Source: an optimization exercise on an open RTL-to-GDS flow (aim: small area, a short achievable clock period and few clock cycles per item). Production flows keep margins and buffers that such runs may drop.
Function was checked by simulation only, so behaviour that the tests miss may differ from the original.
Power figures rest on the tool's default switching activity, not on a simulated workload.

## design/flow/flow/run.sh

```bash
#!/bin/bash
set -euo pipefail
bash standard.sh SETUP_SLACK_MARGIN=5.4 finish > standard.log 2>&1
```

## design/flow/standard.sh

```bash
#!/bin/bash
# synth_recipe.tcl (not shown) runs the flow's synth.tcl, then flattens the netlist and writes it again
# the make line also repeats each setting of config.mk as NAME=value (left out here)
make -C /OpenROAD-flow-scripts/flow DESIGN_CONFIG=/design/flow/config.mk WORK_HOME=/design/flow/orfs CLKGATE_MAP_FILE= SYNTH_SCRIPT=/design/flow/synth_recipe.tcl "${@:-finish}"
```

## design/flow/config.mk

```make
export PLATFORM = sky130hd
export DESIGN_NAME = freq_counter
export DESIGN_NICKNAME = freq_counter
export VERILOG_FILES = /design/flow/design.v
export SDC_FILE = /design/flow/constraint.sdc
export NUM_CORES = 8
export LEC_CHECK = 0
export CAP_MARGIN = 20
export CORE_MARGIN = 2
export CORE_UTILIZATION = 55
export CTS_CLUSTER_DIAMETER = 100
export CTS_CLUSTER_SIZE = 25
export PLACE_DENSITY = 0.65
export SETUP_SLACK_MARGIN = 5.0
export SLEW_MARGIN = 20
```

## design/flow/constraint.sdc

```tcl
create_clock -name core_clock -period 8.0 [get_ports {clk}]
set_input_delay 1.6000 -clock core_clock [delete_from_list [all_inputs] [get_ports {clk}]]
set_output_delay 1.6000 -clock core_clock [all_outputs]
set_load 0.01 [all_outputs]
```

## design/flow/design.v

```verilog
module freq_counter (
    input  wire        clk,
    input  wire        rst,           
    input  wire        cmd_valid,
    output wire        cmd_ready,
    input  wire [7:0]  cmd_opc,
    input  wire [7:0]  cmd_sym,
    input  wire        in_valid,
    output wire        in_ready,
    input  wire [31:0] in_data,       
    input  wire [2:0]  in_nbytes,     
    input  wire        in_last,       
    input  wire        in_err,        
    output reg         done,
    output reg  [3:0]  err,
    output reg  [15:0] result,
    output reg         freq_valid
);
    localparam [7:0] OPC_NOP   = 8'h00;
    localparam [7:0] OPC_CLEAR = 8'h30;
    localparam [7:0] OPC_COUNT = 8'h31;
    localparam [7:0] OPC_READ  = 8'h32;
    localparam [7:0] OPC_TOTAL = 8'h33;
    localparam [3:0] ERR_NONE     = 4'd0;
    localparam [3:0] ERR_IO       = 4'd1;
    localparam [3:0] ERR_ILLEGAL  = 4'd4;
    localparam [3:0] ERR_OVERFLOW = 4'd7;
    localparam NR = 32;    
    localparam S  = 8;     
    localparam LW = 5;     
    localparam HW = 7;     
    localparam NX = 15;    
    reg  [2:0]  t;             
    reg  [3:0]  clr_cnt;       
    reg         streaming;     
    reg  [15:0] acc;           
    reg  [15:0] total;
    reg         in_ready_q;
    reg         cmd_ready_q;
    reg         slot_v;
    reg         slot_ill, slot_clear, slot_count, slot_read, slot_total;
    reg  [7:0]  slot_sym;
    reg  [31:0] slot_ring;     
    reg  [15:0] lan [0:3];     
    reg  [15:0] lbn [0:3];     
    reg         bq_v;          
    reg  [2:0]  bq_n;
    reg         bq_last, bq_err;
    reg         settle;        
    assign cmd_ready = cmd_ready_q;
    assign in_ready  = in_ready_q;
    wire cmd_fire = cmd_valid && cmd_ready_q;
    wire in_fire  = in_valid && in_ready_q;
    wire        c_read  = (cmd_opc == OPC_READ);
    wire        c_zsym  = (cmd_sym == 8'd0);
    wire        c_clear = c_zsym && (cmd_opc == OPC_CLEAR);
    wire        c_count = c_zsym && (cmd_opc == OPC_COUNT);
    wire        c_total = c_zsym && (cmd_opc == OPC_TOTAL);
    wire        c_nop   = c_zsym && (cmd_opc == OPC_NOP);
    wire        c_ill   = !(c_read || c_clear || c_count || c_total || c_nop);
    wire        near     = &acc[15:3];
    wire [16:0] acc_sum  = {1'b0, acc} + {14'd0, bq_n};
    wire        bq_cnt   = bq_v && !bq_err;
    wire        bq_end   = bq_v && (bq_err || bq_last || acc_sum[16]);
    wire        fail     = bq_v && (bq_err || acc_sum[16]);
    wire [HW-1:0]   tap_hi   [0:NR-1];
    wire [LW-1:0]   tap_low  [0:NR-1];
    wire [NR-1:0]   tap_hp;
    wire            clearing = (clr_cnt != 4'd0);
    reg  [4:0]      scan_r;          
    reg             svc_v;           
    reg  [7:0]      svc_bin;         
    genvar g, j, l;
    generate
        for (g = 0; g < NR; g = g + 1) begin : ring
            reg  [S*LW-1:0] low;      
            reg  [S-1:0]    pend;
            reg  [S*HW-1:0] hi;
            reg  [S-1:0]    hp;
            wire [LW:0]     sum   [0:S-1];
            for (j = 0; j < S; j = j + 1) begin : pos
                wire [3:0] hn;
                for (l = 0; l < 4; l = l + 1) begin : lane
                    assign hn[l] = lan[l][g/2] || lbn[l][(g%2)*8 + j];
                end
                wire [LW:0] v;
                if (j < S - 1) begin : mid
                    assign v = {pend[j], low[j*LW +: LW]};
                end else begin : head
                    assign v = {1'b0, low[j*LW +: LW]};
                end
                wire       san = hn[0] ^ hn[1] ^ hn[2];
                wire       can = (hn[0] & hn[1]) | (hn[0] & hn[2]) | (hn[1] & hn[2]);
                wire       v0n = ~v[0];
                wire       v1n = ~v[1];
                wire       s0n = v0n ^ hn[3] ^ san;
                wire       cbn = (v0n & hn[3]) | (v0n & san) | (hn[3] & san);
                wire       s1n = v1n ^ can ^ cbn;
                wire       ccn = (v1n & can) | (v1n & cbn) | (can & cbn);
                wire       cc  = ~ccn;
                assign sum[j][0] = ~s0n;
                assign sum[j][1] = ~s1n;
                wire       p23  = v[2] & v[3];
                wire       p234 = p23 & v[4];
                assign sum[j][2] = v[2] ^ cc;
                assign sum[j][3] = v[3] ^ (cc & v[2]);
                assign sum[j][4] = v[4] ^ (cc & p23);
                assign sum[j][5] = v[5] | (cc & p234);
            end
            wire [HW-1:0] hh = hi[(S-1)*HW +: HW];
            wire [HW:0]   hpfx;                  
            assign hpfx[0] = 1'b1;
            genvar q;
            for (q = 0; q < HW; q = q + 1) begin : hinc
                assign hpfx[q+1] = hpfx[q] & hh[q];
            end
            wire [HW-1:0] head_hi = hh ^ ({HW{pend[S-1]}} & hpfx[HW-1:0]);
            wire          head_hc = pend[S-1] & hpfx[HW];
            wire          scan_clr = svc_v && (svc_bin[7:3] == g);
            integer m;
            always @(posedge clk) begin
                for (m = 1; m < S; m = m + 1) begin
                    low[m*LW +: LW] <= sum[m-1][LW-1:0];
                    pend[m]         <= sum[m-1][LW];
                    hi[m*HW +: HW]  <= hi[(m-1)*HW +: HW];
                    hp[m]           <= hp[m-1];
                end
                if (scan_clr)
                    hp[2] <= 1'b0;
                if (clearing) begin
                    low[0 +: LW] <= {LW{1'b0}};
                    pend[0]      <= 1'b0;
                    hi[0 +: HW]  <= {HW{1'b0}};
                    hp[0]        <= 1'b0;
                end else begin
                    low[0 +: LW] <= sum[S-1][LW-1:0];
                    pend[0]      <= sum[S-1][LW];
                    hi[0 +: HW]  <= head_hi;
                    hp[0]        <= hp[S-1] || head_hc;
                end
            end
            assign tap_hi[g]   = hi[0 +: HW];
            assign tap_low[g]  = low[0 +: LW];
            assign tap_hp[g]   = hp[0];
        end
    endgenerate
    reg  [7:0] x_tag [0:NX-1];
    reg  [3:0] x_cnt [0:NX-1];       
    wire [NX-1:0] x_hit, x_free;
    genvar x;
    generate
        for (x = 0; x < NX; x = x + 1) begin : xs
            assign x_hit[x]  = (x_cnt[x] != 4'd0) && (x_tag[x] == svc_bin);
            assign x_free[x] = (x_cnt[x] == 4'd0);
        end
    endgenerate
    wire [NX-1:0] x_first = x_free & ~(x_free - 1'b1);
    wire          x_new   = svc_v && (x_hit == {NX{1'b0}});
    integer xi;
    always @(posedge clk) begin
        if (rst) scan_r <= 5'd0;
        else if (t == 3'd7) scan_r <= scan_r + 5'd1;
        svc_v   <= !rst && tap_hp[scan_r] && !clearing;
        svc_bin <= {scan_r, t};
        for (xi = 0; xi < NX; xi = xi + 1) begin
            if (clearing)
                x_cnt[xi] <= 4'd0;
            else if ((svc_v && x_hit[xi]) || (x_new && x_first[xi]))
                x_cnt[xi] <= x_cnt[xi] + 4'd1;
            if (x_new && x_first[xi])
                x_tag[xi] <= svc_bin;
        end
    end
    wire [3:0] rx_part [0:NX];
    assign rx_part[0] = 4'd0;
    generate
        for (x = 0; x < NX; x = x + 1) begin : xr
            assign rx_part[x+1] = rx_part[x] |
                                  ((x_cnt[x] != 4'd0 && x_tag[x] == slot_sym) ? x_cnt[x] : 4'd0);
        end
    endgenerate
    wire [3:0] rd_ext = rx_part[NX];
    wire aligned = (slot_sym[2:0] == t);
    wire idle    = !streaming && !bq_v && !settle && !clearing;
    wire exec    = slot_v && idle && (!slot_read || aligned);
    wire [HW+LW:0] rd_part [0:NR];
    assign rd_part[0] = {(HW+LW+1){1'b0}};
    generate
        for (g = 0; g < NR; g = g + 1) begin : rsel
            assign rd_part[g+1] = rd_part[g] |
                                  ({(HW+LW+1){slot_ring[g]}} & {tap_hp[g], tap_hi[g], tap_low[g]});
        end
    endgenerate
    wire [HW+LW:0] rd_ent = rd_part[NR];
    wire [3:0]  rd_top = rd_ext + {3'd0, rd_ent[HW+LW]};
    wire [15:0] rd_val = {rd_top, rd_ent[HW+LW-1:0]};
    wire       streaming_n = !rst && (streaming ? !(in_fire && (in_last || in_err)) && !bq_end
                                                : (exec && slot_count));
    wire       busy_n      = !rst && (streaming || bq_v || (exec && slot_count));
    wire [3:0] clr_cnt_n   = rst ? S[3:0] :
                             ((exec && (slot_count || slot_clear)) || fail) ? S[3:0] :
                             clearing ? clr_cnt - 4'd1 : 4'd0;
    wire [2:0] t_n         = rst ? 3'd0 : t + 3'd1;
    wire       slot_v_n    = !rst && (cmd_fire || (slot_v && !exec));
    wire       slot_read_n = cmd_fire ? c_read : slot_read;
    wire [2:0] slot_sym_n  = cmd_fire ? cmd_sym[2:0] : slot_sym[2:0];
    wire       exec_n      = slot_v_n && !busy_n && (clr_cnt_n == 4'd0) &&
                             (!slot_read_n || (slot_sym_n == t_n));
    always @(posedge clk) begin
        t           <= t_n;
        clr_cnt     <= clr_cnt_n;
        streaming   <= streaming_n;
        slot_v      <= slot_v_n;
        cmd_ready_q <= !slot_v_n || exec_n;
        in_ready_q  <= streaming_n && (clr_cnt_n <= 4'd1) && !(in_fire && near);
        if (cmd_fire) begin
            slot_ill   <= c_ill;
            slot_clear <= c_clear;
            slot_count <= c_count;
            slot_read  <= c_read;
            slot_total <= c_total;
            slot_sym   <= cmd_sym;
            slot_ring  <= 32'd1 << cmd_sym[7:3];
        end
    end
    integer k;
    always @(posedge clk) begin
        bq_v    <= !rst && in_fire;
        bq_n    <= in_nbytes;
        bq_last <= in_last;
        bq_err  <= in_err;
        settle  <= !rst && bq_v;
        for (k = 0; k < 4; k = k + 1) begin
            lan[k] <= (!rst && in_fire && !in_err && (in_nbytes > k)) ?
                      ~(16'd1 << in_data[8*k+4 +: 4]) : ~16'd0;
            lbn[k] <= ~(16'd1 << {in_data[8*k+3], t + 3'd1 - in_data[8*k +: 3]});
        end
    end
    always @(posedge clk) begin
        if (rst) begin
            acc        <= 16'd0;
            total      <= 16'd0;
            done       <= 1'b0;
            err        <= ERR_NONE;
            result     <= 16'd0;
            freq_valid <= 1'b0;
        end else begin
            done <= 1'b0;
            if (bq_cnt)
                acc <= acc_sum[15:0];
            if (bq_end) begin
                done <= 1'b1;
                err  <= bq_err ? ERR_IO : acc_sum[16] ? ERR_OVERFLOW : ERR_NONE;
                if (!fail) begin
                    result     <= acc_sum[15:0];
                    total      <= acc_sum[15:0];
                    freq_valid <= 1'b1;
                end else begin
                    result     <= 16'd0;
                    total      <= 16'd0;
                    freq_valid <= 1'b0;
                end
            end
            if (exec) begin
                done   <= !slot_count;
                err    <= slot_ill ? ERR_ILLEGAL : ERR_NONE;
                result <= 16'd0;
                if (!slot_ill) begin
                    if (slot_clear || slot_count) begin
                        total      <= 16'd0;
                        freq_valid <= 1'b0;
                    end
                    if (slot_count)
                        acc <= 16'd0;
                    if (slot_read)
                        result <= rd_val;
                    if (slot_total)
                        result <= total;
                end
            end
        end
    end
endmodule
```

==> run summary, run 1 <==
CP max-delay cell dfxtp_4; CP max stage delay 370 ps; gr ovfl total 0; vias in the first global route 77.0k; Primary FF master, synth dfxtp_1; vias after detailed routing 77.4k; critical path class flip-flop to output port; Overall Global Routing Usage 0.302; Gate Count Post-Synth 10.1k; Critical Path Start Type flip-flop; Synth warnings 5; top post-synthesis cells by area dfxtp_1, fa_1, nor2_1, xnor2_1, edfxtp_1; fin. max-slew vios 0; Net Count, Synth 11.2k; crit path max fanout 2; most common cell after layout, fill and taps aside dfxtp_1; Die Y between 400 and 500 um; DR pass1 iterations 7; drt drc 0; final WL 373000 um; Tmin final 3020 ps; leakage power about 63 nW; crit path capture type output port; # hold bufs at CTS 0; Hold Fails Final Rpt 0; DP HPWL 238000 um; Least-Margin Pin Slew 1080 ps; Avg Inst Size Synth 13.0 sq um; number of flops mapped to enable cells by yosys 164; hold crit path type flip-flop to flip-flop; clk sinks 4022; initial antenna violation count 37; Final period util 0.377; share of cells above drive strength 1 0.140; Die Area about 240000 sq um; Vias/cell 5.71; post-synth top area share 0.591; slew margin rel. 0.279; post-synthesis cell type count 71; Worst VDD drop 0.206 mV; cells along the critical path buf_6; crit path from result[4]$_SDFFE_PP0P_; GP Congestion roughly 0.96; flops & latches, synth 4022; PortBufs 79; CTS tree built; worst path bufs/invs 1; Synth area leader dfxtp_1; global-route wire length before repair 525000 um; DP Area 135000 sq um; largest net degree at the start of global routing 151; Finished Cell Area about 150000 sq um; nets@finish 11.5k; most frequent cells in the layout dfxtp_1, nor2_1, fa_1; clk latency of the worst-skew pair 920 ps; clk buf depth 3; Crit path max-delay family flip-flops; worst r2r src svc_bin[7]$_DFF_P_; PwrDens 223 nW/um^2; RSZ-0062 raised after global routing true; Async SR Flop Fraction 0; FF-to-FF setup slack 5030 ps; placed cell count ~13k; status no timing/DRC/antenna violations; initial core utilization 0.554; clock root buffer clkbuf_16; Req. time, crit path roughly 6400 ps; Syn-to-layout area delta 13.5%; Wirelength per Cell 27.5 um; max frequency 0.331 GHz; initial drt markers 7965; Num CTS Buffers 182; Critical Path AT approximately 1400 ps; clk_skew about 76 ps; hold wc startpoint ring[21].hi[41]$_DFF_P_; Ports between 80 and 90; Core Box Area 236000 sq um; Pwr Total 33.0 mW; Final TNS setup 0 ps; die width 491 um; CTS H-tree depth 4; non-filler cells, final approximately 14k; Final Setup Violations 0; Post-Syn Area about 130000 sq um; row count 178; Routed Antenna Nets 0; clk slew on worst S/H paths 90 ps; Max Cap Viol 0; sequential area share after synthesis 0.629
==> timing repair <==
action,in CTS,in global routing
cloned,17,3
setup endpoints to repair,1922,556
pin swaps,121,131
buffers inserted,300,80
gates resized for setup,605,409
==> metal layers <==
metal	routed length [um]	track usage
met5	364	0.00179
met4	19600	0.140
met3	42100	0.0943
met2	155000	0.430
met1	156000	0.419
==> final timing paths <==
kind / endpoint / depth (start not counted)
setup / recovery: result[4] / 1
hold / removal: ring[21].hi[48]$_DFF_P_ / 0
setup reg to reg: x_tag[5][6]$_DFFE_PP_ / 12
hold reg to reg: ring[21].hi[48]$_DFF_P_ / 0
==> area by class of cell <==
class / count / area, sq um
Tap cell: 3150 / 3940
Timing Repair Buffer: 542 / 6910
Timing Repair inverter: 1 / 7.51
Clock inverter: 27 / 447
Clock buffer: 201 / 4720
Antenna cell: 28 / 70.1
Fill cell: 17705 / 87500
Multi-Input combinational cell: 5514 / 49300
Sequential cell: 4022 / 82700
Inverter: 83 / 322
==> report_power, final <==
group	internal [mW]	switching, mW	total (mW)
Sequential	20.2	0.208	20.4
Combinational	0.614	1.51	2.12
Clock	4.30	6.24	10.5
==> cell families (layout without fill, tap and decap cells) <==
kind of cell | after synthesis | after routing | share of synthesized area
buffers and inverters | 519 | 854 | 0.0160
XOR/XNOR | 1012 | 1012 | 0.0678
other | 1 | 29 | 0.0000287
AO/OA/AOI/OAI | 682 | 683 | 0.0444
AND/OR/NAND/NOR | 2684 | 2688 | 0.0901
flip-flops | 4022 | 4022 | 0.629
multiplexers | 25 | 25 | 0.00287
adder cells (fa/ha/maj) | 1105 | 1105 | 0.150
==> registers in the layout, indices dropped and copies added, names as in the netlist, 5 cells and up <==
| signal | flops |
|---|---|
| acc | 16 |
| lan | 64 |
| lbn | 64 |
| result | 16 |
| ring.hi | 1792 |
| ring.hp | 256 |
| ring.low | 1280 |
| ring.pend | 256 |
| scan_r | 5 |
| slot_ring | 32 |
| slot_sym | 8 |
| svc_bin | 8 |
| total | 16 |
| x_cnt | 60 |
| x_tag | 120 |
==> synth_stat cells (6+ instances only) <==
library cell / instances
a21boi_0: 12
a21o_1: 6
a21oi_1: 58
a221oi_1: 29
a222oi_1: 7
a22o_1: 29
a22oi_1: 172
a31oi_1: 12
a41o_1: 224
a41oi_1: 32
and2_1: 12
and3_1: 205
buf_1: 12
buf_2: 17
buf_4: 12
buf_6: 8
clkbuf_1: 386
dfxtp_1: 3858
edfxtp_1: 164
fa_1: 773
ha_1: 332
inv_1: 83
mux2i_1: 15
mux4_2: 10
nand2_1: 288
nand2b_1: 11
nand3_1: 401
nand4_1: 81
nor2_1: 1504
nor2b_1: 31
nor3_1: 74
nor4_1: 29
o21a_1: 12
o21ai_0: 24
o31a_1: 8
o31ai_1: 11
o31ai_4: 8
o41ai_1: 12
or2_2: 6
or3_1: 12
xnor2_1: 593
xor2_1: 419
==> through the flow <==
| step | hold WS [ps] | util | worst slack, ps |
|---|---|---|---|
| 6_report | 309 | 0.629 | 4980 |
| 5_1_grt | 316 | 0.629 | 4920 |
| 4_1_cts | 312 | 0.619 | 4910 |
| 3_5_place_dp | 312 | 0.572 | 4130 |
| 3_3_place_gp | 310 | 0.572 | 4180 |
| 2_1_floorplan | 310 | - | 5120 |
Testbench counts, summed over its fixed seeds: cycles 28,776, bytes 62,843.
==> run 2, diff against run 1 <==
==> design/flow/run.sh (new file) <==
#!/bin/bash
# synth_recipe.tcl (not shown) runs the flow's synth.tcl, then flattens the netlist and writes it again
# the make line also repeats each setting of config.mk as NAME=value (left out here)
make -C /OpenROAD-flow-scripts/flow DESIGN_CONFIG=/design/flow/config.mk WORK_HOME=/design/flow/orfs CLKGATE_MAP_FILE= SYNTH_SCRIPT=/design/flow/synth_recipe.tcl finish
removed: design/flow/flow/run.sh
removed: design/flow/standard.sh
==> run 2 against run 1 <==
- still clean
- sequential share of layout area up 2.4 points
- sequential power about the same
- core utilization down 2.7 points
==> run summary, run 2 <==
status no timing/DRC/antenna violations; DR pass1 iterations 6; max frequency 0.331 GHz; vias in the first global route 75.1k; Final Setup Violations 0; max FFs per register 1792; gr ovfl total 0; GP Congestion 0.980; Async SR Flop Fraction 0; Primary FF master, synth dfxtp_1; most frequent cells in the layout dfxtp_1, nor2_1, fa_1; Max Cap Viol 0; clk slew on worst S/H paths ~100 ps; Routed Antenna Nets 0; Avg Inst Size Synth 13.0 sq um; RSZ-0062 raised after global routing true; PwrDens 230 nW/um^2; number of flops mapped to enable cells by yosys about 160; Post-Syn Area 131000 sq um; Final period util 0.377; Commonest cells post-synth dfxtp_1, nor2_1, fa_1, xnor2_1, xor2_1; clock root buffer clkbuf_16; Final TNS setup 0 ps; global-route wire length before repair approximately 510000 um; hold crit path type flip-flop to flip-flop; Finished Cell Area roughly 140000 sq um; drt drc 0; PortBufs 79; leakage power 60.6 nW; final WL 358000 um; DP HPWL 237000 um; Regs by FF count ring.hi x1792, ring.low x1280; Synth area leader dfxtp_1; most common cell after layout, fill and taps aside dfxtp_1; clk buf depth 3; Req. time, crit path ~9000 ps; Num CTS Buffers around 180; DP Area 135000 sq um; Critical Path AT 3800 ps; CTS H-tree depth 4; clk sinks 4022; Wirelength per Cell 26.9 um; Worst VDD drop 0.200 mV; nets@finish 11.2k; initial core utilization 0.554; flops & latches, synth 4022; Hold Fails Final Rpt 0; Die Y 491 um; Most flops, register ring.hi; clk_skew 57.8 ps; Ports 81; Syn-to-layout area delta 8.65%; clk latency of the worst-skew pair approximately 900 ps; row count 178; Synth warnings 5; crit path capture type flip-flop; Vias/cell 5.65; share of cells above drive strength 1 0.0696; Die Area 242000 sq um; Core Box Area 236000 sq um; post-synth top area share 0.591; CTS tree built; Tmin final around 3000 ps; Overall Global Routing Usage 0.292; Critical Path Start Type flip-flop; count leader, synth dfxtp_1; post-synthesis cell type count between 70 and 80; initial drt markers 7269; slew margin rel. 0.170; sequential area share after synthesis 0.629; die width 491 um; crit path max fanout 8; largest net degree at the start of global routing around 150; fin. max-slew vios 0; top post-synthesis cells by area dfxtp_1, fa_1, nor2_1, xnor2_1, edfxtp_1; vias after detailed routing 75.2k; Least-Margin Pin Slew between 1000 and 1500 ps; Net Count, Synth 11.2k; Gate Count Post-Synth about 10k; critical path class flip-flop to flip-flop; initial antenna violation count between 40 and 50
-- run 2: final timing paths --
path / start / to / slack [ps] / cells after the start
worst max register to register: slot_sym[2]$_DFFE_PP_ / result[14]$_SDFFE_PP0P_ / 4980 / 14
worst min register to register: ring[26].hi[43]$_DFF_P_ / ring[26].hi[50]$_DFF_P_ / 310 / 0
worst max-delay path: slot_sym[2]$_DFFE_PP_ / result[14]$_SDFFE_PP0P_ / 4980 / 14
worst min-delay path: ring[26].hi[43]$_DFF_P_ / ring[26].hi[50]$_DFF_P_ / 310 / 0
-- run 2: cell type report --
cell class / count / area (sq um)
inverters: 83 / 318
well taps: 3150 / 3940
flip-flops and latches: 4022 / 82500
diodes: 21 / 52.6
fillers: 18456 / 93900
repair buffers: 273 / 2820
clock inverters: 24 / 429
multi-input cells: 5512 / 47200
repair inverters: 1 / 7.51
clock buffers: 207 / 4790
-- run 2: cell families after synthesis --
kind of cell    share of synthesized area
fa+ha+maj                           0.150
flops                               0.629
other cells                     0.0000287
buf+inv                            0.0160
mux                               0.00287
xor+xnor                           0.0678
simple gates                       0.0901
compound gates                     0.0444
-- run 2: per-stage QoR --
| stage | instances | utilization | setup WS (ps) | power, mW | hold WS (ps) |
|---|---|---|---|---|---|
| 3_5_place_dp | 12922 | 0.570 | 4150 | 22.3 | 312 |
| 2_1_floorplan | 10050 | - | 4920 | 21.4 | 310 |
| 5_1_grt | 13278 | 0.602 | 4870 | 33.5 | 310 |
| 3_3_place_gp | 12922 | 0.570 | 4210 | 22.3 | 310 |
| 6_report | 13293 | 0.602 | 4980 | 32.6 | 306 |
| 4_1_cts | 13202 | 0.598 | 4970 | 32.7 | 301 |
-- run 2: critical path: stages (launching register included) --
cell,delay [ps]
edfxtp_1,450
buf_12,200
buf_4,150
xnor2_1,150
nand4_1,110
nor2_1,470
nand3_1,160
nand4_1,120
nor2_1,60
nand4_1,210
ha_4,200
ha_4,120
xor2_1,130
a22oi_1,80
a221oi_1,300
-- run 2: what timing repair did --
item                                    4_1_cts  5_1_grt
hold buffers                                  0        0
gates cloned                                  6        6
setup buffers                                43       61
endpoints found under the setup margin      657      232
pin swaps                                    24       40
resized for setup                           311       89
-- run 2: metal layers --
layer | routed length [um] | global-route usage | up-vias
met3 | 37300 | 0.0833 | 813
met1 | 153000 | 0.409 | 37960
met5 | 103 | 0 | -
met2 | 149000 | 0.423 | 3315
li1 | - | - | 33063
met4 | 17900 | 0.129 | 14
-- run 2: where the power goes --
group	internal (mW)	total (mW)	switching (mW)
sequential	20.2	20.7	0.492
combinational	0.296	1.31	1.02
clock	4.43	10.6	6.20
==> run 3, diff against run 2 <==
--- a/design/flow/design.v
+++ b/design/flow/design.v
@@ -68,8 +68,6 @@
     wire [NR-1:0]   tap_hp;
     wire            clearing = (clr_cnt != 4'd0);
     reg  [4:0]      scan_r;          
-    reg             svc_v;           
-    reg  [7:0]      svc_bin;         
     genvar g, j, l;
     generate
         for (g = 0; g < NR; g = g + 1) begin : ring
@@ -116,7 +114,7 @@
             end
             wire [HW-1:0] head_hi = hh ^ ({HW{pend[S-1]}} & hpfx[HW-1:0]);
             wire          head_hc = pend[S-1] & hpfx[HW];
-            wire          scan_clr = svc_v && (svc_bin[7:3] == g);
+            wire          scan_clr = took && (pb[7:3] == g);
             integer m;
             always @(posedge clk) begin
                 for (m = 1; m < S; m = m + 1) begin
@@ -146,40 +144,47 @@
     endgenerate
     reg  [7:0] x_tag [0:NX-1];
     reg  [3:0] x_cnt [0:NX-1];       
-    wire [NX-1:0] x_hit, x_free;
-    genvar x;
-    generate
-        for (x = 0; x < NX; x = x + 1) begin : xs
-            assign x_hit[x]  = (x_cnt[x] != 4'd0) && (x_tag[x] == svc_bin);
-            assign x_free[x] = (x_cnt[x] == 4'd0);
-        end
-    endgenerate
-    wire [NX-1:0] x_first = x_free & ~(x_free - 1'b1);
-    wire          x_new   = svc_v && (x_hit == {NX{1'b0}});
+    reg        pv;                    
+    reg  [7:0] pb;                    
+    reg  [3:0] ps;                    
+    reg        took;                  
+    wire       take   = tap_hp[scan_r] && !pv && !clearing;
+    wire       x_mine = (x_cnt[NX-1] != 4'd0) && (x_tag[NX-1] == pb);
+    wire       x_grab = (ps == NX) && (x_cnt[NX-1] == 4'd0);
+    wire       x_upd  = pv && (x_mine || x_grab);
     integer xi;
     always @(posedge clk) begin
         if (rst) scan_r <= 5'd0;
         else if (t == 3'd7) scan_r <= scan_r + 5'd1;
-        svc_v   <= !rst && tap_hp[scan_r] && !clearing;
-        svc_bin <= {scan_r, t};
-        for (xi = 0; xi < NX; xi = xi + 1) begin
-            if (clearing)
-                x_cnt[xi] <= 4'd0;
-            else if ((svc_v && x_hit[xi]) || (x_new && x_first[xi]))
-                x_cnt[xi] <= x_cnt[xi] + 4'd1;
-            if (x_new && x_first[xi])
-                x_tag[xi] <= svc_bin;
-        end
+        took <= !rst && take;
+        if (rst || clearing) begin
+            pv <= 1'b0;
+        end else if (take) begin
+            pv <= 1'b1;
+            pb <= {scan_r, t};
+            ps <= 4'd0;
+        end else if (pv) begin
+            if (x_upd) pv <= 1'b0;
+            if (ps != NX) ps <= ps + 4'd1;
+        end
+        for (xi = 1; xi < NX; xi = xi + 1) begin
+            x_tag[xi] <= x_tag[xi-1];
+            x_cnt[xi] <= clearing ? 4'd0 : x_cnt[xi-1];
+        end
+        x_tag[0] <= (pv && x_grab) ? pb : x_tag[NX-1];
+        x_cnt[0] <= clearing ? 4'd0 : x_cnt[NX-1] + {3'd0, x_upd};
     end
     wire [3:0] rx_part [0:NX];
     assign rx_part[0] = 4'd0;
+    genvar x;
     generate
         for (x = 0; x < NX; x = x + 1) begin : xr
             assign rx_part[x+1] = rx_part[x] |
                                   ((x_cnt[x] != 4'd0 && x_tag[x] == slot_sym) ? x_cnt[x] : 4'd0);
         end
     endgenerate
-    wire [3:0] rd_ext = rx_part[NX];
+    wire [3:0] rd_ext  = rx_part[NX];
+    wire       rd_wait = pv && (pb == slot_sym);    
     wire aligned = (slot_sym[2:0] == t);
     wire idle    = !streaming && !bq_v && !settle && !clearing;
     wire exec    = slot_v && idle && (!slot_read || aligned);
@@ -192,7 +197,7 @@
         end
     endgenerate
     wire [HW+LW:0] rd_ent = rd_part[NR];
-    wire [3:0]  rd_top = rd_ext + {3'd0, rd_ent[HW+LW]};
+    wire [3:0]  rd_top = rd_ext + {3'd0, rd_ent[HW+LW] | rd_wait};
     wire [15:0] rd_val = {rd_top, rd_ent[HW+LW-1:0]};
     wire       streaming_n = !rst && (streaming ? !(in_fire && (in_last || in_err)) && !bq_end
                                                 : (exec && slot_count));
--- a/design/flow/config.mk
+++ b/design/flow/config.mk
@@ -8,8 +8,8 @@
 export CAP_MARGIN = 20
 export CORE_MARGIN = 2
 export CORE_UTILIZATION = 55
-export CTS_CLUSTER_DIAMETER = 100
-export CTS_CLUSTER_SIZE = 25
+export CTS_CLUSTER_DIAMETER = 120
+export CTS_CLUSTER_SIZE = 28
 export PLACE_DENSITY = 0.65
 export SETUP_SLACK_MARGIN = 5.0
 export SLEW_MARGIN = 20
==> run 3 against run 2 <==
- sequential cell count rose by 5
- global-route usage fell by 0.39 points
- cell area fell by 4.1%
- final cell count fell by 4.9%
- core utilization fell by 0.96 points
==> run summary, run 3 <==
DP HPWL approximately 230000 um; initial drt markers just under 6k; Tmin final about 3000 ps; CTS H-tree depth 4; Regs by FF count ring.hi x1792, ring.low x1280; Avg Inst Size Synth 13.2 sq um; PortBufs 79; Syn-to-layout area delta 7.22%; FF-to-FF End result[0]$_SDFFE_PP0P_; Synth warnings 5; DP Area roughly 130000 sq um; Hold Fails Final Rpt 0; max FFs per register 1792; Hold EP ring[30].hi[47]$_DFF_P_; post-synthesis mux area share 0.00288; Final Setup Violations 0; share of cells above drive strength 1 0.0555; Critical Path AT 3770 ps; Net Count, Synth 10.8k; Pwr Total 31.6 mW; global-route wire length before repair between 400000 and 500000 um; max frequency 0.332 GHz; count leader, synth dfxtp_1; slew margin rel. 0.183; Wirelength per Cell 26.8 um; cells along the critical path buf_4 > a22oi_2 > nand4_1 > o41ai_4 > o21ai_0 > a22oi_1 > a21oi_1; initial core utilization 0.553; Compound-Gate Fraction of Synth Area 0.0421; most frequent cells in the layout dfxtp_1, nor2_1, fa_1; flops & latches, synth 4027; Worst VDD drop 0.252 mV; Core Box Area 230000 sq um; final core occ 0.592; top post-synthesis cells by area dfxtp_1, fa_1, nor2_1, xnor2_1, ha_1; critical path class flip-flop to flip-flop; CTS tree built; crit path max fanout 13; Async SR Flop Fraction 0; main combinational cell family by area after synthesis adder cells; post-synthesis simple-gate area fraction 0.0878; number of flops mapped to enable cells by yosys 56; Vias/cell between 5 and 6; CP max stage delay 840 ps; Primary FF master, synth dfxtp_1; non-filler cells, final 12.6k; clk latency of the worst-skew pair 870 ps; FF-to-FF setup slack 4980 ps; placed cell count 12.4k; crit path capture type flip-flop; hold depth 0; Final TNS setup 0 ps; clk slew on worst S/H paths approximately 110 ps; Routed Antenna Nets 0; clk sinks 4027; die width 485 um; sequential area share after synthesis 0.639; Post-Syn Area 127000 sq um; Final period util 0.377; DR pass1 iterations 6; hold crit path type flip-flop to flip-flop; clk_skew 39.2 ps; Worst R2R Path Depth 7; status no timing/DRC/antenna violations; gr ovfl total 0; RSZ-0062 raised after global routing true; hold wc startpoint ring[30].hi[40]$_DFF_P_; PwrDens 232 nW/um^2; nets@finish 10.7k; worst r2r src slot_ring[19]$_SDFFCE_PN0P_; Critical Path Start Type flip-flop; CP max-delay cell o41ai_4; initial antenna violation count 24; Die Y 485 um; Num CTS Buffers around 160; most common cell after layout, fill and taps aside dfxtp_1; Die Area 235000 sq um; final WL approximately 340000 um; Finished Cell Area 136000 sq um; Commonest cells post-synth dfxtp_1, nor2_1, fa_1, xnor2_1, clkbuf_1; Synth area leader dfxtp_1; Most flops, register ring.hi; Synth Area in XOR/XNOR 0.0612; fin. max-slew vios 0; row count between 150 and 200; clock root buffer clkbuf_16; clk buf depth 3; Max Cap Viol 0; Least-Margin Pin Slew 1230 ps; Ports 81; post-synth top area share 0.626; # hold bufs at CTS 0; vias in the first global route 71.8k; GP Congestion slightly above 0.9; post-synthesis cell type count 75; leakage power 58.8 nW; Gate Count Post-Synth 9642; Req. time, crit path 8750 ps; vias after detailed routing 70.6k; drt drc 0; adder-cell share of the synthesized area 0.152; Overall Global Routing Usage 0.288; largest net degree at the start of global routing about 170
==> run 3: cell types whose count changed in the layout (fill, tap and decap cells not counted), moves of 41 or more <==
| cell | before | now |
|---|---|---|
| dfxtp_1 | 3718 | 3842 |
| edfxtp_1 | 164 | 56 |
| xnor2_1 | 592 | 509 |
| nor2_1 | 1488 | 1431 |
| buf_4 | 144 | 92 |
| and3_1 | 201 | 249 |
| xor2_1 | 419 | 376 |
| nand3_1 | 396 | 355 |
==> run 3: cell type report <==
class                      count  area (sq um)
tap                         3026          3790
fill                       18199         93700
timing repair buffer         192          1910
clock buffer                 173          4120
antenna                        7          17.5
inverter                      56           216
multi-input combinational   5149         44400
sequential                  4027         81500
clock inverter                13           263
==> run 3: where the power goes <==
part | internal (mW) | switching, mW
combinational | 0.252 | 0.973
sequential | 20.1 | 0.548
clock | 3.76 | 5.96
==> run 3: worst max path at each step <==
stage / to / start
final: result[0]$_SDFFE_PP0P_ / slot_ring[19]$_SDFFCE_PN0P_
after global routing: result[15]$_SDFFE_PP0P_ / slot_sym[5]$_DFFE_PP_
after CTS: result[11] / result[11]$_SDFFE_PP0P_
after detailed placement: lan[2][13]$_SDFF_PN1_ / in_valid
after global placement: lan[2][13]$_SDFF_PN1_ / in_valid
after floorplan: ps[0]$_SDFFCE_PP0P_ / rst
==> run 3: critical path, delay by kind of cell, from the launching register on <==
family,cells,cell delay [ps]
AND/OR/NAND/NOR,1,360
AO/OA/AOI/OAI,5,1810
buffers and inverters,1,310
flip-flops,1,380
==> run 3: cell families (layout without fill, tap and decap cells) <==
family | after synthesis | after routing
flops | 4027 | 4027
mux | 23 | 23
buf+inv | 466 | 434
simple gates | 2524 | 2524
other cells | 1 | 8
xor+xnor | 887 | 887
compound gates | 636 | 636
fa+ha+maj | 1078 | 1078
==> run 3: per-stage QoR <==
| stage | hold slack, ps | setup WS, ps |
|---|---|---|
| 6_report | 319 | 4980 |
| 4_1_cts | 317 | 4960 |
| 3_3_place_gp | 310 | 3560 |
| 5_1_grt | 317 | 4910 |
| 2_1_floorplan | 310 | 5010 |
| 3_5_place_dp | 312 | 3580 |
==> run 3: layer usage <==
| metal | vias to the layer above | wire (um) | GRT usage |
|---|---|---|---|
| met4 | 6 | 25000 | 0.174 |
| li1 | 31361 | - | - |
| met2 | 2690 | 155000 | 0.462 |
| met1 | 35649 | 132000 | 0.358 |
| met3 | 879 | 25800 | 0.0630 |
| met5 | - | 39 | 0 |
==> run 3: timing repair <==
item                       CTS  global route
gates cloned                 0             2
gates resized for setup    264            54
buffers inserted            41            14
pin swaps                   15            25
setup endpoints to repair  567           213
Testbench counts of run 3, summed over its fixed seeds: cycles 28,776, bytes 62,843.
==> run 4, diff against run 3 <==
==> design/flow/config.mk (replaced) <==
export PLATFORM = sky130hd
export DESIGN_NAME = freq_counter
export DESIGN_NICKNAME = freq_counter
export VERILOG_FILES = /design/flow/design.v
export SDC_FILE = /design/flow/constraint.sdc
export NUM_CORES = 8
export LEC_CHECK = 0
export ABC_AREA = 1
export CAP_MARGIN = 20
export CORE_MARGIN = 2
export CORE_UTILIZATION = 55
export CTS_CLUSTER_DIAMETER = 100
export CTS_CLUSTER_SIZE = 25
export PLACE_DENSITY = 0.65
export SETUP_SLACK_MARGIN = 5.0
export SLEW_MARGIN = 20
==> run 4 against run 3 <==
- still clean on timing, DRC and antenna
- die area up 1.9%
- core utilization about the same
- sequential share of layout area down 1.3 points
- synthesized cell count up 16%
- critical path depth up 5
- non-clock buffer count down 4
- count of clock-buffer cells in the layout up 16
- clock power up 6%
- wire length up 0.88%
- critical endpoint is now result[3]$_SDFFE_PP0P_
==> run summary, run 4 <==
largest net degree at the start of global routing ~110; fin. max-slew vios 0; Wirelength per Cell 23.9 um; gr ovfl total 0; Num CTS Buffers 179; leakage power slightly below 60 nW; RSZ-0062 raised after global routing true; Final TNS setup 0 ps; Req. time, crit path 8760 ps; share of cells above drive strength 1 0.0490; FF-to-FF setup slack 4980 ps; DP Area 133000 sq um; WL met2 145000 um; final WL 342000 um; Critical Path Start Type flip-flop; Net Count, Synth between 10k and 15k; hold crit path type flip-flop to flip-flop; number of flops mapped to enable cells by yosys 56; count leader, synth dfxtp_1; die width between 400 and 500 um; flops & latches, synth between 4k and 5k; Die Y slightly below 500 um; vias in the first global route 75.4k; clk slew on worst S/H paths 100 ps; crit path capture type flip-flop; Post-Syn Area 129000 sq um; Worst VDD drop 0.209 mV; Synth warnings 5; DP HPWL 228000 um; top post-synthesis cells by area dfxtp_1, fa_1, nor2_1, xor2_1, ha_1; slew margin rel. 0.134; DR pass1 iterations 6; Synth area leader dfxtp_1; Storage cell area slightly above 80000 sq um; initial drt markers 7126; clock root buffer clkbuf_16; PwrDens 231 nW/um^2; sequential area share after synthesis 0.627; Commonest cells post-synth dfxtp_1, nor2_1, nand2_1, inv_1, fa_1; Die Area 239000 sq um; clk latency of the worst-skew pair 910 ps; Hold Fails Final Rpt 0; Met3 Wirelength 32300 um; Final Setup Violations 0; clk buf depth 3; placed cell count around 14k; row count 178; Worst R2R Path Depth 12; max FFs per register 1792; hold wc startpoint ring[13].hi[18]$_DFF_P_; Ports 81; Hold EP ring[13].hi[25]$_DFF_P_; vias after detailed routing 75.6k; Gate Count Post-Synth 11.1k; final core occ 0.593; crit path max fanout 13; critical path class flip-flop to flip-flop; Overall Global Routing Usage 0.287; cells along the critical path buf_6 > nand2_4 > nand2_1 > a221oi_4 > buf_4 > nand4_1 > nor2_1 > nand4_1 > nand2_2 > nand2_1 > nand3_1 > a21oi_1; nets@finish 12.2k; Most flops, register ring.hi; area of the multi-input gates 43600 sq um; FF-to-FF End result[3]$_SDFFE_PP0P_; Critical Path AT around 3800 ps; Routed Antenna Nets 0; worst r2r src slot_ring[17]$_SDFFCE_PN0P_; Least-Margin Pin Slew 1300 ps; hold depth 0; Syn-to-layout area delta 7.47%; Primary FF master, synth dfxtp_1; status no timing/DRC/antenna violations; clk_skew 45.7 ps; CTS tree built; Vias/cell 5.29; most frequent cells in the layout dfxtp_1, nor2_1, nand2_1; CP max stage delay ~390 ps; Finished Cell Area roughly 140000 sq um; initial core utilization 0.552; Core Box Area approximately 230000 sq um; Final period util 0.378; Avg Inst Size Synth 11.6 sq um; initial antenna violation count 35; M1 WL 147000 um; worst hold slack ~320 ps; global-route wire length before repair ~490000 um; clk sinks 4027; CTS H-tree depth 4; non-filler cells, final between 10k and 15k; Tmin final 3020 ps; drt drc 0; Top Layer Used met5; PortBufs 79; post-synth top area share 0.614; GP Congestion 0.905; # hold bufs at CTS 0; Max Cap Viol 0; max frequency between 0.3 and 0.4 GHz; most common cell after layout, fill and taps aside dfxtp_1; Async SR Flop Fraction 0; post-synthesis cell type count 61; CP max-delay cell edfxtp_1; Regs by FF count ring.hi x1792, ring.low x1280; number of fill cells in the layout 19.2k
## run 4: cell count changes after synthesis, moves of 94 or more
cell / delta
inv_1: +789
nand4_1: +102
xnor2_1: -371
a21oi_1: +141
xor2_1: +94
nand2_1: +643
o21bai_1: +224
o21ai_0: +178
and3_1: -246
a41o_1: -224
a22oi_1: -165
nor2_1: +350
## run 4: cell type report
cell class | instances | area share
tap | 3150 | 0.0283
inverter | 861 | 0.0235
timing repair buffer | 188 | 0.0138
sequential | 4027 | 0.586
multi-input combinational | 5840 | 0.313
timing repair inverter | 2 | 0.0000899
clock buffer | 189 | 0.0326
clock inverter | 18 | 0.00260
antenna | 18 | 0.000324
## run 4: repair_timing
action | in CTS | in global routing
buffers inserted | 16 | 26
resized for setup | 229 | 64
cloned | 2 | 2
pin swaps | 0 | 7
endpoints found under the setup margin | 505 | 192
## run 4: cell families (layout without fill, tap and decap cells)
logic type | count (synthesis) | after routing | synth area share
adder cells (fa/ha/maj) | 1078 | 1078 | 0.149
AO/OA/AOI/OAI | 729 | 729 | 0.0353
XOR/XNOR | 610 | 610 | 0.0413
AND/OR/NAND/NOR | 3422 | 3422 | 0.109
other | 1 | 19 | 0.0000290
flip-flops | 4027 | 4027 | 0.627
buffers and inverters | 1270 | 1258 | 0.0381
## run 4: worst max path at each step
| stage | start | depth (start not counted) | endpoint | slack, ps |
|---|---|---|---|---|
| after floorplan | cmd_valid | 9 | cmd_ready_q$_DFF_P_ | 4640 |
| after global placement | cmd_valid | 11 | cmd_ready_q$_DFF_P_ | 3550 |
| after detailed placement | cmd_valid | 10 | cmd_ready_q$_DFF_P_ | 3560 |
| after CTS | result[14]$_SDFFE_PP0P_ | 1 | result[14] | 4940 |
| after global routing | result[14]$_SDFFE_PP0P_ | 1 | result[14] | 4950 |
| final | slot_ring[17]$_SDFFCE_PN0P_ | 12 | result[3]$_SDFFE_PP0P_ | 4980 |
## run 4: per-stage QoR
step | worst slack [ps] | total power [mW]
after floorplan | 4640 | 21.4
after global placement | 3550 | 22.2
after detailed placement | 3560 | 22.2
after CTS | 4940 | 32.2
after global routing | 4950 | 33.1
final | 4980 | 32.1
## run 4: worst max-delay path: cells and delay by family, from the launching register on
family	cells	cell delay, ps
buf+inv	2	490
flops	1	390
simple gates	8	1590
compound gates	2	370
## run 4: power breakdown
| group | internal, mW | switching (mW) | leakage [nW] |
|---|---|---|---|
| Combinational | 0.303 | 0.933 | 22.9 |
| Sequential | 20.1 | 0.473 | 32.5 |
| Clock | 4.15 | 6.12 | 2.38 |
## run 4: per-layer routing
layer  GRT usage  vias to the layer above
li1            -                    34425
met1       0.399                    37610
met2       0.420                     2915
met3      0.0763                      669
met4       0.129                       17
met5     0.00684                        -
==> run 5, diff against run 4 <==
--- a/design/flow/config.mk
+++ b/design/flow/config.mk
@@ -5,12 +5,11 @@
 export SDC_FILE = /design/flow/constraint.sdc
 export NUM_CORES = 8
 export LEC_CHECK = 0
-export ABC_AREA = 1
 export CAP_MARGIN = 20
 export CORE_MARGIN = 2
 export CORE_UTILIZATION = 55
 export CTS_CLUSTER_DIAMETER = 100
 export CTS_CLUSTER_SIZE = 25
 export PLACE_DENSITY = 0.65
-export SETUP_SLACK_MARGIN = 5.0
+export SETUP_SLACK_MARGIN = 4.85
 export SLEW_MARGIN = 20
==> run 5 against run 4 <==
- first-iteration DRC count fell by 22%
- critical path depth fell by 6
- sequential share of layout area rose by 1.2 points
- sequential power barely moved
- synthesized cell count fell by 13%
- largest cell class unchanged
==> run summary, run 5 <==
CTS H-tree depth 4; Hold Fails Final Rpt 0; clock root buffer clkbuf_16; Wirelength per Cell between 20 and 30 um; clk slew on worst S/H paths 90 ps; hold crit path type flip-flop to flip-flop; Synth warnings 5; post-synthesis cell type count 75; Final period util 0.394; PwrDens 236 nW/um^2; drt drc 0; row count 176; initial drt markers 5535; Synth area leader dfxtp_1; CTS tree built; global-route wire length before repair slightly below 500000 um; Primary FF master, synth dfxtp_1; Critical Path AT around 4000 ps; DP Area approximately 130000 sq um; GP Congestion roughly 0.93; Critical Path Start Type flip-flop; Final Setup Violations 0; number of flops mapped to enable cells by yosys 56; max FFs per register 1792; final core occ 0.592; nets@finish 10.7k; fin. max-slew vios 0; slew margin rel. 0.170; largest net degree at the start of global routing 152; vias in the first global route 71.7k; PnR worst setup slack a little under 5000 ps; max frequency 0.318 GHz; RSZ-0062 raised after global routing true; Most flops, register ring.hi; Overall Global Routing Usage 0.284; Tmin final approximately 3100 ps; most common cell after layout, fill and taps aside dfxtp_1; flops & latches, synth 4027; Core Box Area 230000 sq um; clk latency of the worst-skew pair between 800 and 900 ps; status no timing/DRC/antenna violations; vias after detailed routing 70.1k; Commonest cells post-synth dfxtp_1, nor2_1, fa_1, xnor2_1, clkbuf_1; clk buf depth 3; Num CTS Buffers 180; Net Count, Synth 10.8k; Worst VDD drop 0.222 mV; most frequent cells in the layout dfxtp_1, nor2_1, fa_1; gr ovfl total 0; Finished Cell Area 136000 sq um; final WL 333000 um; Req. time, crit path between 8000 and 9000 ps; clk_skew 33.6 ps; crit path capture type flip-flop; Post-Syn Area around 130000 sq um; initial antenna violation count 30; dpl ws between 3000 and 4000 ps; critical path class flip-flop to flip-flop; top post-synthesis cells by area dfxtp_1, fa_1, nor2_1, xnor2_1, ha_1; Storage cell area 81300 sq um; DR pass1 iterations 5; Syn-to-layout area delta 7.22%; DP HPWL 227000 um; Routed Antenna Nets 0; Die Y 485 um; crit path max fanout 16; count leader, synth dfxtp_1; Avg Inst Size Synth 13.2 sq um; Regs by FF count ring.hi x1792, ring.low x1280; sequential area share after synthesis 0.639; PortBufs between 70 and 80; share of cells above drive strength 1 0.0483; clk sinks between 4k and 5k; leakage power 58.8 nW; initial core utilization 0.553; Least-Margin Pin Slew approximately 1200 ps; Final TNS setup 0 ps; area of the multi-input gates ~44000 sq um; Vias/cell 5.54; Async SR Flop Fraction 0; Die Area 235000 sq um; die width 485 um; number of fill cells in the layout 18.3k; Ports 81; Gate Count Post-Synth 9642; worst hold slack 309 ps; Max Cap Viol 0; post-synth top area share 0.626
-- run 5: cell types whose count changed after synthesis, moves of 178 or more --
| cell | change |
|---|---|
| inv_1 | -789 |
| xnor2_1 | +371 |
| o21bai_1 | -224 |
| nor2_1 | -350 |
| a41o_1 | +224 |
| nand2_1 | -643 |
| and3_1 | +246 |
| o21ai_0 | -178 |
-- run 5: routing by layer --
layer / track usage / up-vias / share of wire
li1: - / 31344 / -
met1: 0.351 / 35292 / 0.39
met2: 0.461 / 2522 / 0.46
met3: 0.0534 / 911 / 0.068
met4: 0.179 / 16 / 0.077
met5: 0 / - / 0.00030
-- run 5: logic make-up (layout without fill, tap and decap cells) --
| group | after synthesis | count (layout) | synth area share |
|---|---|---|---|
| xor gates and xnor gates | 887 | 887 | 0.0612 |
| and+or+nand+nor | 2524 | 2524 | 0.0878 |
| adders and majority gates | 1078 | 1078 | 0.152 |
| AOI/OAI and AO/OA | 636 | 636 | 0.0421 |
| other | 1 | 9 | 0.0000295 |
| DFF | 4027 | 4027 | 0.639 |
| muxes | 23 | 23 | 0.00288 |
| buffers and inverters | 466 | 438 | 0.0152 |
-- run 5: worst max-delay path, cell delays in order (launching register included) --
cell	delay [ps]
dfxtp_2	1020
nor2_1	180
fa_1	530
fa_1	390
fa_1	470
ha_1	230
xor2_1	140
-- run 5: layout make-up --
class / count / area share
Tap cell: 3026 / 0.0278
Multi-Input combinational cell: 5149 / 0.325
Clock inverter: 20 / 0.00305
Antenna cell: 8 / 0.000147
Timing Repair Buffer: 166 / 0.0118
Inverter: 56 / 0.00154
Sequential cell: 4027 / 0.597
Clock buffer: 196 / 0.0337
-- run 5: path summary, 6_finish.rpt --
check	startpoint	endpoint	cells past startpoint	slack [ps]
setup reg to reg	lbn[0][11]$_DFF_P_	ring[21].low[23]$_DFF_P_	6	4850
hold / removal	ring[4].hi[21]$_DFF_P_	ring[4].hi[28]$_DFF_P_	0	310
hold reg to reg	ring[4].hi[21]$_DFF_P_	ring[4].hi[28]$_DFF_P_	0	310
setup / recovery	lbn[0][11]$_DFF_P_	ring[21].low[23]$_DFF_P_	6	4850
-- run 5: what timing repair did --
| item | in CTS | in global routing |
|---|---|---|
| hold endpoints to repair | 0 | 0 |
| gates cloned | 0 | 0 |
| buffers inserted | 16 | 13 |
| resized for setup | 98 | 50 |
| endpoints found under the setup margin | 145 | 163 |
| pin swaps | 2 | 9 |
| hold buffers | 0 | 0 |
-- run 5: report_power, final --
group	total (mW)	switching, mW	internal, mW
sequential	20.6	0.479	20.1
combinational	1.19	0.968	0.220
clock	10.3	6.10	4.24
total	32.2	7.55	24.6
-- run 5: stage by stage --
stage,instances,power (mW)
4_1_cts,12627,32.3
3_5_place_dp,12395,22.2
3_3_place_gp,12393,22.2
5_1_grt,12641,33.1
2_1_floorplan,9642,21.3
6_report,12648,32.2
==> run 6, diff against run 5 <==
--- a/design/flow/config.mk
+++ b/design/flow/config.mk
@@ -11,5 +11,6 @@
 export CTS_CLUSTER_DIAMETER = 100
 export CTS_CLUSTER_SIZE = 25
 export PLACE_DENSITY = 0.65
-export SETUP_SLACK_MARGIN = 4.85
+export SETUP_SLACK_MARGIN = 5.0
 export SLEW_MARGIN = 20
+export TNS_END_PERCENT = 30
==> run 6 against run 5 <==
- still clean on timing, DRC and antenna
- power up 0.21%
- die area unchanged
- clock skew up 9.0 ps
- setup slack better by 60 ps
- wire length up 1.8%
- clock power about the same
- combinational power about the same
- global-route usage up 0.51 points
- cell area up 0.27%
- critical path type unchanged
- largest cell class unchanged
==> run summary, run 6 <==
status no timing/DRC/antenna violations; clk buf depth 3; row count 176; Critical Path AT 3820 ps; gr ovfl total 0; critical path class flip-flop to flip-flop; flops & latches, synth 4027; vias in the first global route 71.9k; Synth warnings 5; Final TNS setup 0 ps; Routed Antenna Nets 0; Die Y ~480 um; post-synthesis mux area share 0.00288; max FFs per register between 1.5k and 2k; PwrDens 236 nW/um^2; clk latency of the worst-skew pair 880 ps; Hold Fails Final Rpt 0; dpl ws between 3000 and 4000 ps; CTS H-tree depth 4; Most flops, register ring.hi; nets@finish 10.7k; adder-cell share of the synthesized area 0.152; Gate Count Post-Synth 9642; PortBufs 79; DR pass1 iterations 6; max frequency 0.324 GHz; largest net degree at the start of global routing between 150 and 200; GP Congestion approximately 0.93; Regs by FF count ring.hi x1792, ring.low x1280; RSZ-0062 raised after global routing true; Compound-Gate Fraction of Synth Area 0.0421; CTS tree built; Synth Area in XOR/XNOR 0.0612; Tmin final between 3000 and 4000 ps; Vias/cell 5.57; Avg Inst Size Synth between 10 and 15 sq um; Commonest cells post-synth dfxtp_1, nor2_1, fa_1, xnor2_1, clkbuf_1; post-synthesis simple-gate area fraction 0.0878; drt drc 0; Req. time, crit path 8740 ps; share of cells above drive strength 1 0.0559; M1 WL 133000 um; clock root buffer clkbuf_16; global-route wire length before repair 490000 um; crit path max fanout 8; initial drt markers 5885; die width about 480 um; Critical Path Start Type flip-flop; post-synthesis cell type count 75; slew margin rel. 0.176; initial core utilization 0.553; Wirelength per Cell 26.8 um; most frequent cells in the layout dfxtp_1, nor2_1, fa_1; Pwr Total approximately 32 mW; Num CTS Buffers 180; WL met2 about 160000 um; Primary FF master, synth dfxtp_1; top post-synthesis cells by area dfxtp_1, fa_1, nor2_1, xnor2_1, ha_1; fin. max-slew vios 0; main combinational cell family by area after synthesis adder cells; hold depth 0; number of flops mapped to enable cells by yosys 56; PnR worst setup slack 4910 ps; crit path capture type flip-flop; Max Cap Viol 0; Final Setup Violations 0; count leader, synth dfxtp_1; clk sinks between 4k and 5k; Syn-to-layout area delta 7.51%; Synth area leader dfxtp_1; Met3 Wirelength 25500 um; Die Area about 230000 sq um; final WL 339000 um; Net Count, Synth 10.8k; Overall Global Routing Usage 0.289; clk_skew 42.6 ps; Final period util 0.386; sequential area share after synthesis 0.639; Worst VDD drop 0.257 mV; leakage power 59.0 nW; Worst R2R Path Depth 7; post-synth top area share 0.626; initial antenna violation count 23; hold crit path type flip-flop to flip-flop; clk slew on worst S/H paths 90 ps; DP HPWL approximately 230000 um; Core Box Area about 230000 sq um; most common cell after layout, fill and taps aside dfxtp_1; vias after detailed routing 70.6k; Least-Margin Pin Slew 1240 ps; Finished Cell Area 137000 sq um; Ports a little over 80; Async SR Flop Fraction 0; Post-Syn Area ~130000 sq um; number of fill cells in the layout 18.2k; Top Layer Used met5; DP Area 131000 sq um
-- run 6: cell types whose count changed in the layout (fill, tap and decap cells not counted), sizes merged, moves of 2 or more --
cell           change
clkinv             +2
clkinvlp           +2
inv                -2
clkdlybuf4s15     -20
buf               +40
-- run 6: area by class of cell --
cell class                      instances  area, sq um  area share
Inverter                               56          214     0.00157
Multi-Input combinational cell       5149        44300       0.325
Clock buffer                          197         4600      0.0337
Timing Repair Buffer                  184         1780      0.0130
Tap cell                             3026         3790      0.0277
Sequential cell                      4027        81400       0.596
Antenna cell                            7         17.5    0.000128
Clock inverter                         21          392     0.00287
-- run 6: cells by family (layout without fill, tap and decap cells) --
family	Yosys count	in the layout
compound gates	636	636
xor+xnor	887	887
fa+ha+maj	1078	1078
buf+inv	466	458
flops	4027	4027
mux	23	23
other cells	1	8
simple gates	2524	2524
-- run 6: report_power, final --
part           internal, mW  switching [mW]  leakage (nW)
combinational         0.239           0.960          24.0
clock                  4.20            6.13          2.41
sequential             20.1           0.549          32.5
total                  24.6            7.63          59.0
-- run 6: path summary, 6_finish.rpt --
check | startpoint | endpoint | slack (ps)
worst max-delay path | slot_ring[24]$_SDFFCE_PN0P_ | result[1]$_SDFFE_PP0P_ | 4910
worst min-delay path | ring[18].hi[45]$_DFF_P_ | ring[18].hi[52]$_DFF_P_ | 310
worst max register to register | slot_ring[24]$_SDFFCE_PN0P_ | result[1]$_SDFFE_PP0P_ | 4910
worst min register to register | ring[18].hi[45]$_DFF_P_ | ring[18].hi[52]$_DFF_P_ | 310
-- run 6: metrics by stage --
stage / hold WS (ps) / util / std cells
final: 305 / 0.594 / 12667
after global routing: 316 / 0.594 / 12661
after CTS: 310 / 0.593 / 12649
after detailed placement: 312 / 0.568 / 12392
after global placement: 310 / 0.568 / 12392
after floorplan: 310 / - / 9642
-- run 6: worst max-delay path, cell delays in order (launching register included) --
cell and delay (ps):
edfxtp_1 610, buf_4 320, a22oi_1 520, nand4_1 270
o41ai_4 720, o21ai_0 180, a22oi_1 230, a21oi_1 90
-- run 6: per-layer routing --
layer,global-route usage,vias up
li1,-,31367
met1,0.361,35627
met2,0.465,2699
met3,0.0596,876
met4,0.176,10
met5,0,-
-- run 6: timing repair --
action                     in CTS  in global routing
setup endpoints to repair     548                732
hold buffers                    0                  0
pin swaps                      15                 14
cloned                          0                  0
gates resized for setup       222                 69
buffers inserted               39                 10
==> run 7, diff against run 6 <==
--- a/design/flow/config.mk
+++ b/design/flow/config.mk
@@ -13,4 +13,3 @@
 export PLACE_DENSITY = 0.65
 export SETUP_SLACK_MARGIN = 5.0
 export SLEW_MARGIN = 20
-export TNS_END_PERCENT = 30
==> run 7 against run 6 <==
- clock power is essentially flat
- register-to-register slack gained 80 ps
- critical path depth is the same
- power is essentially flat
- core utilization is essentially flat
- cell area is essentially flat
- critical endpoint is now result[9]$_SDFFE_PP0P_
- highest routed layer unchanged
==> run summary, run 7 <==
Num CTS Buffers 180; worst path bufs/invs 1; cells along the critical path buf_4 > a22oi_1 > nand4_1 > o41ai_4 > o21ai_0 > a22oi_1 > a21oi_1; Critical Path Start Type flip-flop; Die Y 485 um; Hold Fails Final Rpt 0; most common cell after layout, fill and taps aside dfxtp_1; Least-Margin Pin Slew about 1300 ps; critical path class flip-flop to flip-flop; Pwr Total 32.2 mW; largest net degree at the start of global routing 174; row count 176; clk_skew 41.1 ps; sequential area share after synthesis 0.639; clock root buffer clkbuf_16; count leader, synth dfxtp_1; Avg Inst Size Synth around 13 sq um; Req. time, crit path around 8700 ps; share of cells above drive strength 1 0.0568; Worst VDD drop 0.254 mV; number of flops mapped to enable cells by yosys 56; die width 485 um; most frequent cells in the layout dfxtp_1, nor2_1, fa_1; hold crit path type flip-flop to flip-flop; # hold bufs at CTS 0; global-route wire length before repair 490000 um; Critical Path AT about 3800 ps; DR pass1 iterations 5; non-filler cells, final between 10k and 15k; status no timing/DRC/antenna violations; initial core utilization 0.553; Most flops, register ring.hi; Overall Global Routing Usage 0.289; CTS H-tree depth 4; crit path max fanout 8; fin. max-slew vios 0; nets@finish 10.7k; Async SR Flop Fraction 0; CP max stage delay 690 ps; clk buf depth 3; DP Area between 100000 and 150000 sq um; clk slew on worst S/H paths 90 ps; Final period util 0.376; flops & latches, synth 4027; sw frac 0.237; Die Area 235000 sq um; clk latency of the worst-skew pair 890 ps; post-synthesis cell type count 75; crit path capture type flip-flop; Finished Cell Area 137000 sq um; worst hold slack 303 ps; max FFs per register 1792; Final TNS setup 0 ps; Core Box Area 230000 sq um; DP HPWL 226000 um; post-synth top area share 0.626; top post-synthesis cells by area dfxtp_1, fa_1, nor2_1, xnor2_1, ha_1; Tmin final 3010 ps; Post-Syn Area 127000 sq um; GP Congestion 0.934; slew margin rel. 0.166; Vias/cell about 5.6; P_int around 25 mW; Storage cell area 81500 sq um; Net Count, Synth 10.8k; Regs by FF count ring.hi x1792, ring.low x1280; Routed Antenna Nets 0; placed cell count 12.4k; clk sinks 4027; dpl ws between 3000 and 4000 ps; Gate Count Post-Synth 9642; number of fill cells in the layout roughly 18k; final WL 339000 um; Max Cap Viol 0; Final Setup Violations 0; CTS tree built; PnR worst setup slack about 5000 ps; vias after detailed routing about 70k; gr ovfl total 0; vias in the first global route 72.0k; Sw Pwr 7.63 mW; Primary FF master, synth dfxtp_1; Synth warnings 5; Wirelength per Cell 26.8 um; max frequency 0.332 GHz; Syn-to-layout area delta 7.55%; final core occ 0.594; Synth area leader dfxtp_1; initial antenna violation count 23; area of the multi-input gates 44400 sq um; Ports 81; initial drt markers roughly 6.0k; share of power burned in registers 0.642; drt drc 0; combinational share of power 0.037; clock share of power 0.321; PortBufs 79; CP max-delay cell edfxtp_1; Commonest cells post-synth dfxtp_1, nor2_1, fa_1, xnor2_1, clkbuf_1; RSZ-0062 raised after global routing true; cell mode on critical path a22oi_1; leakage power around 59 nW; PwrDens 236 nW/um^2; Crit path max-delay family compound AO/OA/AOI/OAI gates
## run 7: worst reg2reg max path: stages, from the launching register on
cell	delay, ps
edfxtp_1	690
buf_4	360
a22oi_1	470
nand4_1	250
o41ai_4	640
o21ai_0	200
a22oi_1	190
a21oi_1	80
## run 7: area by class of cell
type	count	area share
sequential	4027	0.596
antenna	5	0.0000916
multi-input combinational	5149	0.325
clock buffer	197	0.0337
timing repair buffer	185	0.0131
tap	3026	0.0277
inverter	56	0.00157
clock inverter	21	0.00287
## run 7: kinds of logic after synthesis
group           count (synthesis)  share of synthesized area
other cells                     1                  0.0000295
flops                        4027                      0.639
simple gates                 2524                     0.0878
fa+ha+maj                    1078                      0.152
buf+inv                       466                     0.0152
compound gates                636                     0.0421
xor+xnor                      887                     0.0612
mux                            23                    0.00288
## run 7: what timing repair did
| action | CTS | global route |
|---|---|---|
| gates cloned | 0 | 0 |
| buffers inserted | 39 | 11 |
| setup endpoints to repair | 548 | 215 |
| gates resized for setup | 262 | 44 |
| pin swaps | 15 | 21 |
## run 7: final timing paths
check / depth (start not counted) / from / slack, ps / to
setup / recovery: 7 / slot_ring[8]$_SDFFCE_PP0P_ / 4990 / result[9]$_SDFFE_PP0P_
hold reg to reg: 0 / ring[18].hi[45]$_DFF_P_ / 300 / ring[18].hi[52]$_DFF_P_
hold / removal: 0 / ring[18].hi[45]$_DFF_P_ / 300 / ring[18].hi[52]$_DFF_P_
setup reg to reg: 7 / slot_ring[8]$_SDFFCE_PP0P_ / 4990 / result[9]$_SDFFE_PP0P_
## run 7: layer usage
layer | routed length (um) | up-vias | track usage
met3 | 26100 | 866 | 0.0614
met5 | 63 | - | 0
met1 | 132000 | 35712 | 0.360
met2 | 155000 | 2707 | 0.465
met4 | 25400 | 10 | 0.176
li1 | - | 31385 | -
## run 7: power groups by stage
stage / registers, mW / clock network, mW / logic [mW]
4_1_cts: 20.7 / 10.5 / 1.15
3_5_place_dp: 21.2 / 0 / 1.08
2_1_floorplan: 20.6 / 0 / 0.692
3_3_place_gp: 21.2 / 0 / 1.07
6_report: 20.7 / 10.3 / 1.20
5_1_grt: 20.7 / 11.2 / 1.23

## static timing again, ports no longer ideal
The results above use ideal ports. As a check the final layouts listed here were re-extracted and re-timed, cells and wires unchanged.
Step 1 sets driving cells, clkbuf_16 on the clock port and buf_2 on the other inputs (assumed; they add their load-dependent delay and slew).
Step 2 adds t to the input delays and takes it off the output delays; t is the mean of the earliest and latest rising clock arrival at the registers after step 1. Input paths then give back, and output paths get back, about the clock's delay inside the block.
Slacks: ideal / step 1 / step 2; pairs: ideal / step 1.
run | t, ns | setup WS [ns] | hold slack, ns
run 1 | 0.988 | 4.983 / 4.878 / 4.508 | 0.309 / 0.309 / 0.309
run 2 | 0.969 | 4.983 / 4.923 / 4.257 | 0.306 / 0.306 / 0.306
run 3 | 0.953 | 4.985 / 4.932 / 4.167 | 0.319 / 0.319 / 0.319
run 4 | 0.977 | 4.978 / 4.904 / 4.255 | 0.321 / 0.321 / 0.321
run 5 | 0.960 | 4.852 / 4.819 / 4.234 | 0.309 / 0.309 / 0.309
run 6 | 0.958 | 4.911 / 4.911 / 4.149 | 0.305 / 0.305 / 0.305
run 7 | 0.958 | 4.990 / 4.937 / 4.280 | 0.303 / 0.303 / 0.303
After both steps every run listed still meets setup and hold. The setup slack of run 3, which loses most, moves by -0.053 ns with the drivers and by -0.818 ns with both steps.
